Background: an optimization exercise with open tools, aiming at small area and a short achievable clock period. Do not read the settings as production practice.
Function was checked by simulation only, so behaviour that the tests miss may differ from the original.
Power and IR drop assume default switching activity.

<file path="design.v">
module fcb (
    input              clk,
    input              rst,
    input              rx_valid,
    input      [7:0]   rx_byte,
    output reg         dec_valid,
    output reg [2:0]   dec_evt,
    output reg [3:0]   dec_len,
    output reg [87:0]  dec_data,
    output reg [1:0]   s2c_kind,
    output reg [1:0]   s2c_host,
    output reg [10:0]  s2c_id,
    output reg [3:0]   s2c_dlc,
    input      [1:0]   cnt_sel,
    output     [15:0]  cnt_val,
    input              enc_valid,
    input      [3:0]   enc_len,
    input      [87:0]  enc_data,
    output             enc_ready,
    output reg         enc_refused,
    input              can_valid,
    input              can_ext,
    input      [28:0]  can_id,
    input      [3:0]   can_dlc,
    input      [63:0]  can_data,
    input      [31:0]  pt_mask,
    output             can_ready,
    output reg         c2s_valid,
    output reg [1:0]   c2s_res,
    output reg [2:0]   c2s_kind,
    output reg [23:0]  c2s_arg,
    output reg [3:0]   c2s_opc,
    output reg [4:0]   c2s_sid,
    output             tx_valid,
    output     [7:0]   tx_byte,
    input              tx_ready
);
    localparam RXCAP = 13;
    localparam CNT_MAX = 16'hFFFF;
    localparam EV_NONE     = 3'd0;
    localparam EV_IDLE     = 3'd1;
    localparam EV_DELIVER  = 3'd2;
    localparam EV_OVERFLOW = 3'd3;
    localparam EV_CHAIN    = 3'd4;
    localparam EV_SUM      = 3'd5;
    localparam EV_SHORT    = 3'd6;
    localparam S2C_CAN  = 2'd0;
    localparam S2C_HOST = 2'd1;
    localparam S2C_DROP = 2'd2;
    localparam C2S_DROP  = 2'd0;
    localparam C2S_LOCAL = 2'd1;
    localparam C2S_NOOP  = 2'd2;
    localparam C2S_FWD   = 2'd3;
    reg [7:0]  rx_buf [0:RXCAP-1];
    reg [3:0]  rx_len;
    reg [15:0] cnt_overflow;
    reg [15:0] cnt_checksum;
    reg [15:0] cnt_short;
    reg [15:0] cnt_unknown;
    reg         chk_bad_chain;
    reg [7:0]   chk_sum;
    reg [12:0]  reach;
    reg [12:0]  is_code;          
    reg [7:0]   blk [0:11];       
    reg         chain_end;
    integer     i, j;
    always @* begin
        reach = 13'd1;
        for (j = 1; j < RXCAP; j = j + 1)
            for (i = 0; i < j; i = i + 1)
                if (reach[i] && i < rx_len && {24'd0, rx_buf[i]} == j - i)
                    reach[j] = 1'b1;
        chain_end = 1'b0;
        for (i = 0; i < RXCAP; i = i + 1)
            if (reach[i] && i < rx_len && {28'd0, rx_len} == i + {24'd0, rx_buf[i]})
                chain_end = 1'b1;
        chk_bad_chain = !chain_end;
        is_code = 13'd0;
        for (j = 1; j < RXCAP; j = j + 1)
            is_code[j] = reach[j] && j < rx_len;
        chk_sum = 8'd0;
        for (j = 1; j < RXCAP; j = j + 1) begin
            blk[j-1] = is_code[j] ? 8'd0 : rx_buf[j];
            if (j < rx_len)
                chk_sum = chk_sum + blk[j-1];
        end
    end
    wire [3:0]  pl_len = rx_len - 4'd2;
    reg  [87:0] pl_data;
    always @* begin
        for (j = 0; j < 11; j = j + 1)
            pl_data[8*j +: 8] = (j < pl_len) ? blk[j] : 8'd0;
    end
    reg [1:0]  sp_kind;
    reg [1:0]  sp_host;
    wire [15:0] sp_id16 = {blk[0], blk[1]};
    wire [3:0]  sp_opc  = sp_id16[8:5];
    always @* begin
        sp_kind = S2C_DROP;
        sp_host = 2'd0;
        if (blk[0] == 8'hFF) begin
            case (blk[1])
                8'h01: begin sp_kind = S2C_HOST; sp_host = 2'd0; end
                8'h02: begin sp_kind = S2C_HOST; sp_host = 2'd1; end
                8'hFF: begin sp_kind = S2C_HOST; sp_host = 2'd2; end
                default: sp_kind = S2C_DROP;
            endcase
        end else if (sp_id16 > 16'h07FF) begin
            sp_kind = S2C_DROP;                        
        end else if (pl_len - 4'd2 > 4'd8) begin
            sp_kind = S2C_DROP;                        
        end else if (sp_id16[10:9] != 2'd0 || sp_opc == 4'd0 || sp_opc > 4'd4) begin
            sp_kind = S2C_DROP;                        
        end else begin
            sp_kind = S2C_CAN;
        end
    end
    wire rx_data  = rx_valid && (rx_byte != 8'd0);
    wire rx_delim = rx_valid && (rx_byte == 8'd0);
    reg [2:0] ev;
    always @* begin
        ev = EV_NONE;
        if (rx_data) begin
            ev = (rx_len == RXCAP) ? EV_OVERFLOW : EV_NONE;
        end else if (rx_delim) begin
            if (rx_len == 4'd0)
                ev = EV_IDLE;
            else if (chk_bad_chain)
                ev = EV_CHAIN;
            else if (chk_sum != 8'd0)
                ev = EV_SUM;
            else if (rx_len < 4'd5)
                ev = EV_SHORT;
            else
                ev = EV_DELIVER;
        end
    end
    always @(posedge clk) begin
        if (rx_data && rx_len != RXCAP)
            rx_buf[rx_len] <= rx_byte;
    end
    always @(posedge clk) begin
        if (rst) begin
            rx_len    <= 4'd0;
            dec_valid <= 1'b0;
        end else begin
            dec_valid <= rx_valid;
            if (rx_data && rx_len != RXCAP)
                rx_len <= rx_len + 4'd1;
            else if (rx_valid)
                rx_len <= 4'd0;
        end
    end
    always @(posedge clk) begin
        dec_evt  <= ev;
        dec_len  <= pl_len;
        dec_data <= pl_data;
        s2c_kind <= sp_kind;
        s2c_host <= sp_host;
        s2c_id   <= sp_id16[10:0];
        s2c_dlc  <= pl_len - 4'd2;
    end
    reg         enc_busy;
    assign enc_ready = !enc_busy;
    assign can_ready = !enc_busy && !enc_valid;
    wire can_take = can_valid && can_ready;
    wire enc_take = enc_valid && enc_ready;
    wire [4:0] ext_tag = can_id[28:24];
    wire [1:0] std_rsv = can_id[10:9];
    wire [3:0] std_opc = can_id[8:5];
    wire [4:0] std_sid = can_id[4:0];
    reg [1:0] cr_res;
    reg [2:0] cr_kind;
    always @* begin
        cr_res  = C2S_DROP;
        cr_kind = 3'd0;
        if (can_ext) begin
            cr_res = C2S_LOCAL;
            case (ext_tag)
                5'h1F: cr_kind = 3'd0;    
                5'h1E: cr_kind = 3'd1;    
                5'h1D: cr_kind = 3'd2;    
                5'h1C: cr_kind = 3'd3;    
                5'h1B: cr_kind = 3'd4;    
                5'h00: cr_kind = 3'd5;    
                5'h01: cr_kind = 3'd6;    
                default: cr_res = C2S_DROP;
            endcase
        end else if (std_rsv != 2'd0 || std_opc == 4'd0 || std_opc > 4'd4) begin
            cr_res = C2S_DROP;
        end else if (!pt_mask[std_sid] || std_sid == 5'd0) begin
            cr_res = C2S_NOOP;
        end else begin
            cr_res = C2S_FWD;
        end
    end
    always @(posedge clk) begin
        if (rst)
            c2s_valid <= 1'b0;
        else
            c2s_valid <= can_take;
    end
    always @(posedge clk) begin
        c2s_res  <= cr_res;
        c2s_kind <= cr_kind;
        c2s_arg  <= can_id[23:0];
        c2s_opc  <= std_opc;
        c2s_sid  <= std_sid;
    end
    wire inc_overflow = !rst && ev == EV_OVERFLOW;
    wire inc_checksum = !rst && (ev == EV_CHAIN || ev == EV_SUM);
    wire inc_short    = !rst && ev == EV_SHORT;
    wire unk_dec      = ev == EV_DELIVER && sp_kind == S2C_DROP;
    wire unk_can      = can_take && cr_res == C2S_DROP;
    wire [1:0] inc_unknown = rst ? 2'd0 : {1'b0, unk_dec} + {1'b0, unk_can};
    wire [16:0] unk_sum = {1'b0, cnt_unknown} + {15'd0, inc_unknown};
    always @(posedge clk) begin
        if (rst) begin
            cnt_overflow <= 16'd0;
            cnt_checksum <= 16'd0;
            cnt_short    <= 16'd0;
            cnt_unknown  <= 16'd0;
        end else begin
            if (inc_overflow && cnt_overflow != CNT_MAX)
                cnt_overflow <= cnt_overflow + 16'd1;
            if (inc_checksum && cnt_checksum != CNT_MAX)
                cnt_checksum <= cnt_checksum + 16'd1;
            if (inc_short && cnt_short != CNT_MAX)
                cnt_short <= cnt_short + 16'd1;
            cnt_unknown <= unk_sum[16] ? CNT_MAX : unk_sum[15:0];
        end
    end
    assign cnt_val = (cnt_sel == 2'd0) ? cnt_overflow :
                     (cnt_sel == 2'd1) ? cnt_checksum :
                     (cnt_sel == 2'd2) ? cnt_short    : cnt_unknown;
    reg [3:0]  ep_len;
    reg [87:0] ep_data;
    always @* begin
        if (enc_valid) begin
            ep_len  = enc_len;
            ep_data = enc_data;
        end else begin
            ep_len  = can_dlc + 4'd2;
            ep_data = {8'd0, can_data, can_id[7:0], 5'd0, can_id[10:8]};
        end
    end
    reg [7:0] eb [0:11];
    reg [7:0] e_sum;
    always @* begin
        e_sum = 8'd0;
        for (j = 0; j < 11; j = j + 1)
            if (j < ep_len)
                e_sum = e_sum + ep_data[8*j +: 8];
        for (j = 0; j < 12; j = j + 1) begin
            if (j < ep_len)
                eb[j] = ep_data[8*j +: 8];
            else if (j == {28'd0, ep_len})
                eb[j] = 8'd0 - e_sum;
            else
                eb[j] = 8'd0;
        end
    end
    reg [7:0] es [0:12];
    reg [3:0] e_m;
    reg [3:0] e_dist;
    reg       e_found;
    integer   k;
    always @* begin
        e_m = ep_len + 4'd1;
        for (j = 0; j < 13; j = j + 1) begin
            e_dist  = e_m + 4'd1 - j[3:0];
            e_found = 1'b0;
            for (k = j + 1; k < 13; k = k + 1) begin
                if (!e_found && k <= e_m && eb[k-1] == 8'd0) begin
                    e_dist  = k[3:0] - j[3:0];
                    e_found = 1'b1;
                end
            end
            if (j == 0 || eb[j-1] == 8'd0)
                es[j] = {4'd0, e_dist};
            else
                es[j] = eb[j-1];
        end
    end
    reg [7:0] frame [0:13];
    reg [3:0] frame_left;       
    wire start_frame = (enc_take && enc_len <= 4'd11) ||
                       (can_take && cr_res == C2S_FWD);
    assign tx_valid = enc_busy;
    assign tx_byte  = frame[0];
    always @(posedge clk) begin
        if (rst) begin
            enc_busy    <= 1'b0;
            enc_refused <= 1'b0;
            frame_left  <= 4'd0;
        end else begin
            enc_refused <= enc_take && enc_len > 4'd11;
            if (start_frame) begin
                enc_busy   <= 1'b1;
                frame_left <= ep_len + 4'd2;
            end else if (enc_busy && tx_ready) begin
                if (frame_left == 4'd0)
                    enc_busy <= 1'b0;
                frame_left <= frame_left - 4'd1;
            end
        end
    end
    always @(posedge clk) begin
        if (start_frame) begin
            for (j = 0; j < 14; j = j + 1) begin
                if (j < 13 && j <= {28'd0, ep_len} + 1)
                    frame[j] <= es[j];
                else
                    frame[j] <= 8'd0;
            end
        end else if (enc_busy && tx_ready) begin
            for (j = 0; j < 13; j = j + 1)
                frame[j] <= frame[j+1];
            frame[13] <= 8'd0;
        end
    end
endmodule
</file>
<file path="run.sh">
#!/bin/bash
# synth_recipe.tcl (not shown) runs the flow's synth.tcl, then flattens the netlist and writes it again
# the make line also repeats each setting of config.mk as NAME=value (left out here)
make -C /OpenROAD-flow-scripts/flow DESIGN_CONFIG=/design/flow/config.mk WORK_HOME=/design/flow/orfs CLKGATE_MAP_FILE= SYNTH_SCRIPT=/design/flow/synth_recipe.tcl finish
</file>
<file path="config.mk">
export PLATFORM = sky130hd
export DESIGN_NAME = fcb
export DESIGN_NICKNAME = fcb
export VERILOG_FILES = /design/flow/design.v
export SDC_FILE = /design/flow/constraint.sdc
export NUM_CORES = 4
export LEC_CHECK = 0
export CAP_MARGIN = 20
export CORE_MARGIN = 2
export CORE_UTILIZATION = 40
export SLEW_MARGIN = 20
</file>
<file path="constraint.sdc">
create_clock -name core_clock -period 25.0 [get_ports {clk}]
set_input_delay 5.0000 -clock core_clock [delete_from_list [all_inputs] [get_ports {clk}]]
set_output_delay 5.0000 -clock core_clock [all_outputs]
set_load 0.01 [all_outputs]
</file>
==> results.cfg <==
[yosys]
synth_edf_count = 208
synth_compound_area_share_pct = 20.1
synthFlopType = dfxtp_1
synth_cells = 3679
synth_top_area_cell = edfxtp_1
synth_area_leaders = edfxtp_1, dfxtp_1, ha_1, nand2_1, o21ai_0
synth_fa_ha_area_share_pct = 9.84
synthTopCellsByCount = nand2_1, nor2_1, o21ai_0
synthDistinctLibCells = 109
synthMuxAreaShare_pct = 6.14
yosys_warnings = 6
syn_nets = 4156
syn_area_per_cell_um2 = 8.72
syn_area_um2 = 32100
synth-seq-cells = 426
yosysSeqAreaShare_pct = 33.1
synth_top_family_by_area = simple AND/OR/NAND/NOR gates
async_flop_share_pct = 0
yosys.area_share.simple_pct = 20.5
synth_top_area_share_pct = 19.5
synth-xor-area-share_pct = 5.98
synth_most_common_cell = nand2_1

[sta]
setup_viol = 0
max_clock_freq_ghz = 0.0441
period_needed_ns = 22.69
tightest_slew_ns = 1.12
finalSetupTns_ns = 0
slew_violations = 0
hold_viol = 0
rsz0062_at_grt = false
skew_ns = 0.0275
holdWs_ns = 0.508
maxSlewHeadroom_pct = 24.1
finalCritPeriodShare_pct = 90.8
finalWorstSetupSlack_ns = 2.31

[routing]
drt_wl_total_mm = 115
wl_per_cell_um = 22.4
drt_iter0_drc = 3011
drcViolationCount = 0
first_pass_iters = 6
ant_nets = 0
via_count = 30000
vias_per_cell = 5.85

[global_routing]
antenna_found_initial = 1
overflow = 0
grt_pass1_vias = 28400
grt.total_usage_pct = 27.1
grt_max_degree = 90
grt_pass1_wl_mm = 173

[worst_setup_path]
r2r_end = cnt_unknown[9]$_SDFF_PP0_
r2r_slack_ns = 6.19
critPathMaxFanout = 13
worst_ep_required_time_ns = 25.34
critPathKind = input pin to flop
critPathMaxStageDelay_ns = 0.72
crit_buf_inv = 5
critPathLaunchType = input pin
crit_family = compound AO/OA/AOI/OAI gates
path_common_cell = ha_1
crit_arrival_ns = 23.03
cp_slowest_cell = ha_1
reg2reg_depth = 73
endpoint_kind = flop
timing.rr.start = rx_len[1]$_SDFFE_PP0P_

[min_path]
min_from = rx_buf[6][5]$_DFFE_PP_
min_path_cells = 1
hp-class = flop to flop
whs_endpoint = dec_data[45]$_SDFF_PP0_

[pwr]
peakVddDrop_v = 0.000177
power.density_nw_per_um2 = 104
p_total_mw = 4.04
leakagePower_nw = 15.5

[job]
drv_cap = 0

[layout]
fin_area_um2 = 38800
drive_gt1_share_pct = 7.19
nets = 4517
syn_to_final_growth_pct = 21.1

[placed_design]
hpwl_mm = 88.9
pre_cts_ws_ns = 2.17
port_buffers = 418
gp_congestion = 0.974
dpl_cell_area_um2 = 37300

[die]
die_area_um2 = 82400
initial_core_util_pct = 40.5
num_io_pins = 420
core_region_area_um2 = 79100
fp.dieW_um = 287
dieHeight_um = 287
rows = 103

[clock_tree]
cts_buffer_depth = 3
ctsHoldBuffers = 0
cts_tree = yes
cts_resized = 0
clockRootBuffer = clkbuf_16
htreeDepth = 2
clk_latency_ns = 0.60
cts.sinks = 426
path_clk_slew_ns = 0.06
cts_setup_buffers = 0
cts_buffers = 46

[outcome]
status = complete, no violations
[how the worst max path moves through the flow]
| stage | startpoint | to | slack (ns) | depth (start not counted) |
|---|---|---|---|---|
| after floorplan | enc_valid | frame[1][3]$_DFFE_PP_ | 4.71 | 74 |
| after global placement | can_dlc[1] | frame[1][3]$_DFFE_PP_ | 2.23 | 73 |
| after detailed placement | can_dlc[1] | frame[1][3]$_DFFE_PP_ | 2.17 | 73 |
| after CTS | can_dlc[1] | frame[1][3]$_DFFE_PP_ | 2.70 | 73 |
| after global routing | can_dlc[1] | frame[1][3]$_DFFE_PP_ | 1.01 | 73 |
| final | can_dlc[1] | frame[1][3]$_DFFE_PP_ | 2.31 | 73 |
[placed cells by master, fill, tap and decap left out, types with 24 or more instances in the layout]
cell type        instances
a21o_1                  64
ha_1                   217
nand4_1                 34
a22oi_1                 28
and2_1                 115
dfxtp_1                217
a22o_1                  42
mux2_2                  80
a21oi_1                228
o211ai_1                29
nand2b_1                28
nor4_1                  39
xor2_1                  82
edfxtp_1               208
xnor2_1                124
o21a_1                  28
mux4_2                  25
a211oi_1                32
nor2_1                 303
a31oi_1                 44
or3_1                   24
o21bai_1                26
inv_1                  193
clkdlybuf4s50_1        415
nor3_1                  79
o21ai_0                231
mux2i_1                 49
buf_4                   59
nand3_1                 87
and3_1                  80
nor2b_1                 69
nand2_1                359
clkbuf_16               48
[cell type report]
type	count	area, um2
Antenna cell	3	7.51
Clock buffer	59	1260
Clock inverter	26	251
Fill cell	7663	40300
Inverter	199	747
Multi-Input combinational cell	2891	20000
Sequential cell	426	10600
Tap cell	1050	1310
Timing Repair Buffer	476	4610
[routing by layer]
metal,global-route usage [%],share of wire [%]
met5,0,0
met4,9.13,3.4
met3,2.80,7.0
met2,45.3,47
met1,36.5,42
[stage by stage]
stage,util (%),cells
after floorplan,-,3679
after global placement,47.2,5042
after detailed placement,47.2,5042
after CTS,49.1,5127
after global routing,49.1,5127
final,49.1,5130
[worst register-to-register path: cells and delay by family, from the launching register on]
kind / cells / cell delay, ns
fa+ha+maj: 16 / 5.51
simple gates: 20 / 5.30
compound gates: 23 / 4.87
xor+xnor: 7 / 1.32
buf+inv: 5 / 0.82
mux: 2 / 0.58
flops: 1 / 0.33
[where the power goes]
group / leakage, nW / switching, mW / total [mW] / internal, mW
clock network: 0.732 / 0.298 / 0.689 / 0.391
registers: 3.77 / 0.0141 / 0.791 / 0.777
logic: 11.0 / 1.62 / 2.56 / 0.945
total: 15.5 / 1.93 / 4.04 / 2.11
[flip-flops by register name, indices dropped and copies added (netlist names)]
| signal | flops |
|---|---|
| c2s_arg | 17 |
| c2s_kind | 3 |
| c2s_opc | 3 |
| c2s_res | 2 |
| c2s_sid | 4 |
| c2s_valid | 1 |
| cnt_checksum | 16 |
| cnt_overflow | 16 |
| cnt_short | 16 |
| cnt_unknown | 16 |
| dec_data | 88 |
| dec_evt | 3 |
| dec_len | 3 |
| dec_valid | 1 |
| enc_busy | 1 |
| enc_refused | 1 |
| frame | 104 |
| frame_left | 4 |
| rx_buf | 104 |
| rx_len | 4 |
| s2c_dlc | 4 |
| s2c_host | 2 |
| s2c_id | 11 |
| s2c_kind | 2 |
[cell families (layout without fill, tap and decap cells)]
family          Yosys count  after routing
simple gates           1315           1315
compound gates          971            971
flops                   426            426
buf+inv                 362            760
fa+ha+maj               239            239
xor+xnor                211            211
mux                     155            155
other cells               0              3

[re-timing with driven ports]
How much do the figures lean on ideal ports? The routed layout below was timed once more, with nothing changed but the port constraints.
Step 1, drivers: a clkbuf_16 drives clk and a buf_2 each remaining input, both assumed.
Step 2 also shifts input and output timing later by t, the mid clock arrival at the registers, as if the neighbouring blocks saw the same clock.
Slacks: ideal / step 1 / step 2; pairs: ideal / step 1.
t (ns): 0.635
slack for setup (ns): 2.308 / 2.329 / 1.694
worst register clock-pin slew, ns: 0.07 / 0.07
After both steps this run still meets setup and hold. For this run, drivers alone change the setup slack by +0.021 ns; drivers and shift together by -0.614 ns.
